This design comes from an exercise in tuning for small area, a short achievable clock period and few clock cycles per item on the open sky130 flow, not from production work.
The RTL was checked by simulation tests, not by an equivalence proof against the original design.
Power and IR drop assume default switching activity.

03-12:
Design gf128_unit, start of the top module:
module gf128_unit (
    input  wire         clk,
    input  wire         rst,
    input  wire         in_valid,
    output wire         in_ready,
    input  wire [1:0]   in_op,
    input  wire [127:0] in_data,
    output reg          out_valid,
    output reg          out_err,
    output wire [127:0] out_data
);
    localparam OP_INITH = 2'd0;
    localparam OP_MULH  = 2'd1;
    localparam OP_FOLD  = 2'd2;
    localparam OP_LOADZ = 2'd3;
    localparam D  = 32;
    localparam NS = 4;
    reg [127:0] h;         
    reg         hvalid;
    reg [127:0] acc;       
    reg         acc_zero;  
    reg         c_valid;
    reg [1:0]   c_op;
    reg [127:0] c_x;       
    reg [1:0] step;
    assign out_data = acc;
    wire mul_cmd  = (c_op[0] ^ c_op[1]) & hvalid;    
    wire last     = (step == NS - 1);
    wire done_now = c_valid & (!mul_cmd | last);
    assign in_ready = !c_valid | done_now;
    wire accept   = in_valid & in_ready & !rst;
    wire [127:0] hp, dp;
    wire [D-1:0] dg;       
    genvar gi;
    generate
        for (gi = 0; gi < 128; gi = gi + 1) begin : g_rev
            assign hp[gi] = h[127 - gi];
            assign dp[gi] = in_data[127 - gi];
        end
        for (gi = 0; gi < D; gi = gi + 1) begin : g_dig
            assign dg[gi] = c_x[D - 1 - gi];
        end
    endgenerate
    wire [127:0] zs;
    generate
        for (gi = 0; gi < 128; gi = gi + 1) begin : g_zs
            assign zs[gi] = (step != 0) & acc[127 - gi];
        end
    endgenerate
    wire [158:0] s;
    assign s[0] = (dg[0] & hp[0]);
    assign s[1] = ((dg[0] & hp[1]) ^ (dg[1] & hp[0]));
    assign s[2] = ((dg[2] & hp[0]) ^ ((dg[0] & hp[2]) ^ (dg[1] & hp[1])));
    assign s[3] = (((dg[0] & hp[3]) ^ (dg[1] & hp[2])) ^ ((dg[2] & hp[1]) ^ (dg[3] & hp[0])));
    assign s[4] = (((dg[2] & hp[2]) ^ (dg[3] & hp[1])) ^ ((dg[4] & hp[0]) ^ ((dg[0] & hp[4]) ^ (dg[1] & hp[3]))));
    assign s[5] = (((dg[4] & hp[1]) ^ (dg[5] & hp[0])) ^ (((dg[0] & hp[5]) ^ (dg[1] & hp[4])) ^ ((dg[2] & hp[3]) ^ (dg[3] & hp[2]))));
  ...
clock: 5.0 ns
lec_check: 0
cap_margin: 20
core_margin: 2
core_utilization: 40
place_density: 0.6
setup_slack_margin: 1.5
slew_margin: 20
run.sh (not shown) runs the stock make flow with config.mk's settings and CLKGATE_MAP_FILE= SYNTH_SCRIPT=/design/flow/synth_recipe.tcl, a recipe that flattens the netlist after the stock synthesis.
03-12: flow completed, timing, DRC and antenna clean
Testbench counts of 03-12, summed over its fixed seeds: cycles 2,760, items 672.
Edits applied to the flow inputs when going from 03-12 to 04-28:
--- a/flow/design.v
+++ b/flow/design.v
@@ -19,14 +19,15 @@
     reg         hvalid;
     reg [127:0] acc;       
     reg         acc_zero;  
     reg         c_valid;
     reg [1:0]   c_op;
     reg [127:0] c_x;       
     reg [1:0] step;
+    reg [127:0] zr;        
     assign out_data = acc;
     wire mul_cmd  = (c_op[0] ^ c_op[1]) & hvalid;    
     wire last     = (step == NS - 1);
     wire done_now = c_valid & (!mul_cmd | last);
     assign in_ready = !c_valid | done_now;
     wire accept   = in_valid & in_ready & !rst;
     wire [127:0] hp, dp;
@@ -37,20 +38,15 @@
             assign hp[gi] = h[127 - gi];
             assign dp[gi] = in_data[127 - gi];
         end
         for (gi = 0; gi < D; gi = gi + 1) begin : g_dig
             assign dg[gi] = c_x[D - 1 - gi];
         end
     endgenerate
-    wire [127:0] zs;
-    generate
-        for (gi = 0; gi < 128; gi = gi + 1) begin : g_zs
-            assign zs[gi] = (step != 0) & acc[127 - gi];
-        end
-    endgenerate
+    wire [127:0] zs = (step == 0) ? 128'd0 : zr;
     wire [158:0] s;
     assign s[0] = (dg[0] & hp[0]);
     assign s[1] = ((dg[0] & hp[1]) ^ (dg[1] & hp[0]));
     assign s[2] = ((dg[2] & hp[0]) ^ ((dg[0] & hp[2]) ^ (dg[1] & hp[1])));
     assign s[3] = (((dg[0] & hp[3]) ^ (dg[1] & hp[2])) ^ ((dg[2] & hp[1]) ^ (dg[3] & hp[0])));
     assign s[4] = (((dg[2] & hp[2]) ^ (dg[3] & hp[1])) ^ ((dg[4] & hp[0]) ^ ((dg[0] & hp[4]) ^ (dg[1] & hp[3]))));
     assign s[5] = (((dg[4] & hp[1]) ^ (dg[5] & hp[0])) ^ (((dg[0] & hp[5]) ^ (dg[1] & hp[4])) ^ ((dg[2] & hp[3]) ^ (dg[3] & hp[2]))));
@@ -467,25 +463,25 @@
     wire [127:0] zw, zwd;   
     generate
         for (gi = 0; gi < 128; gi = gi + 1) begin : g_out
             assign zw[127 - gi]  = zn[gi];
             assign zwd[127 - gi] = znd[gi];
         end
     endgenerate
-    wire mul_run = c_valid & mul_cmd;           
-    wire mul_we  = mul_run & last;              
+    wire mul_we  = c_valid & mul_cmd & last;
     wire load_we = c_valid & (c_op == OP_LOADZ);
     wire acc_zero_next = rst | (acc_zero & !(mul_we | load_we));
-    wire [127:0] acc_next = mul_run ? zw : (load_we ? c_x : acc);
+    wire [127:0] acc_next = mul_we ? zw : (load_we ? c_x : acc);
     wire in_fold = (in_op == OP_FOLD) & !acc_zero_next;
     wire [127:0] x_next = !in_fold ? in_data :
                           mul_we   ? zwd : ((load_we ? c_x : acc) ^ in_data);
     always @(posedge clk) begin
         acc      <= acc_next;
         acc_zero <= acc_zero_next;
+        zr       <= zn;
         if (accept) begin
             c_op <= in_op;
             c_x  <= x_next;
             step <= 0;
         end else begin
             c_x  <= c_x >> D;
             step <= step + 1'b1;
[summary]
- Having completed the whole flow, 04-28 delivered a layout that passed the timing, DRC and antenna checks.
- Between 04-28 and 03-12, it is 04-28 whose power share of the sequential group is lower, by 1.9 points.
- | area added between synthesis and finish | higher: 04-28 |
- Delta (04-28 minus 03-12): number of sinks on the clock net went up 128; cell count along the critical path went up by 1; total power higher.
Testbench counts of 04-28, summed over its fixed seeds: cycles 2,760, items 672.

-- what the ideal ports hide --
The results above use ideal ports. As a check the final layouts listed here were re-extracted and re-timed, cells and wires unchanged.
Step 1 sets driving cells, clkbuf_16 on the clock port and buf_2 on the other inputs (assumed; they add their load-dependent delay and slew).
Step 2 moves the port delays by t, midway between the first and last clock arrival at a register: inputs arrive t later, outputs are due t later. That takes back most of the time a late clock gives input paths.
a / b / c = ideal ports / drivers / drivers and shift; a / b = the first two.
| run | t, ns | setup WS [ns] | hold WS [ns] |
|---|---|---|---|
| 03-12 | 0.775 | 1.333 / 1.333 / 1.285 | 0.458 / 0.458 / 0.458 |
| 04-28 | 0.835 | 1.268 / 1.268 / 0.938 | 0.449 / 0.449 / 0.449 |
After both steps every run listed still meets setup and hold. The setup slack of 04-28, which loses most, moves by 0.000 ns with the drivers and by -0.330 ns with both steps.
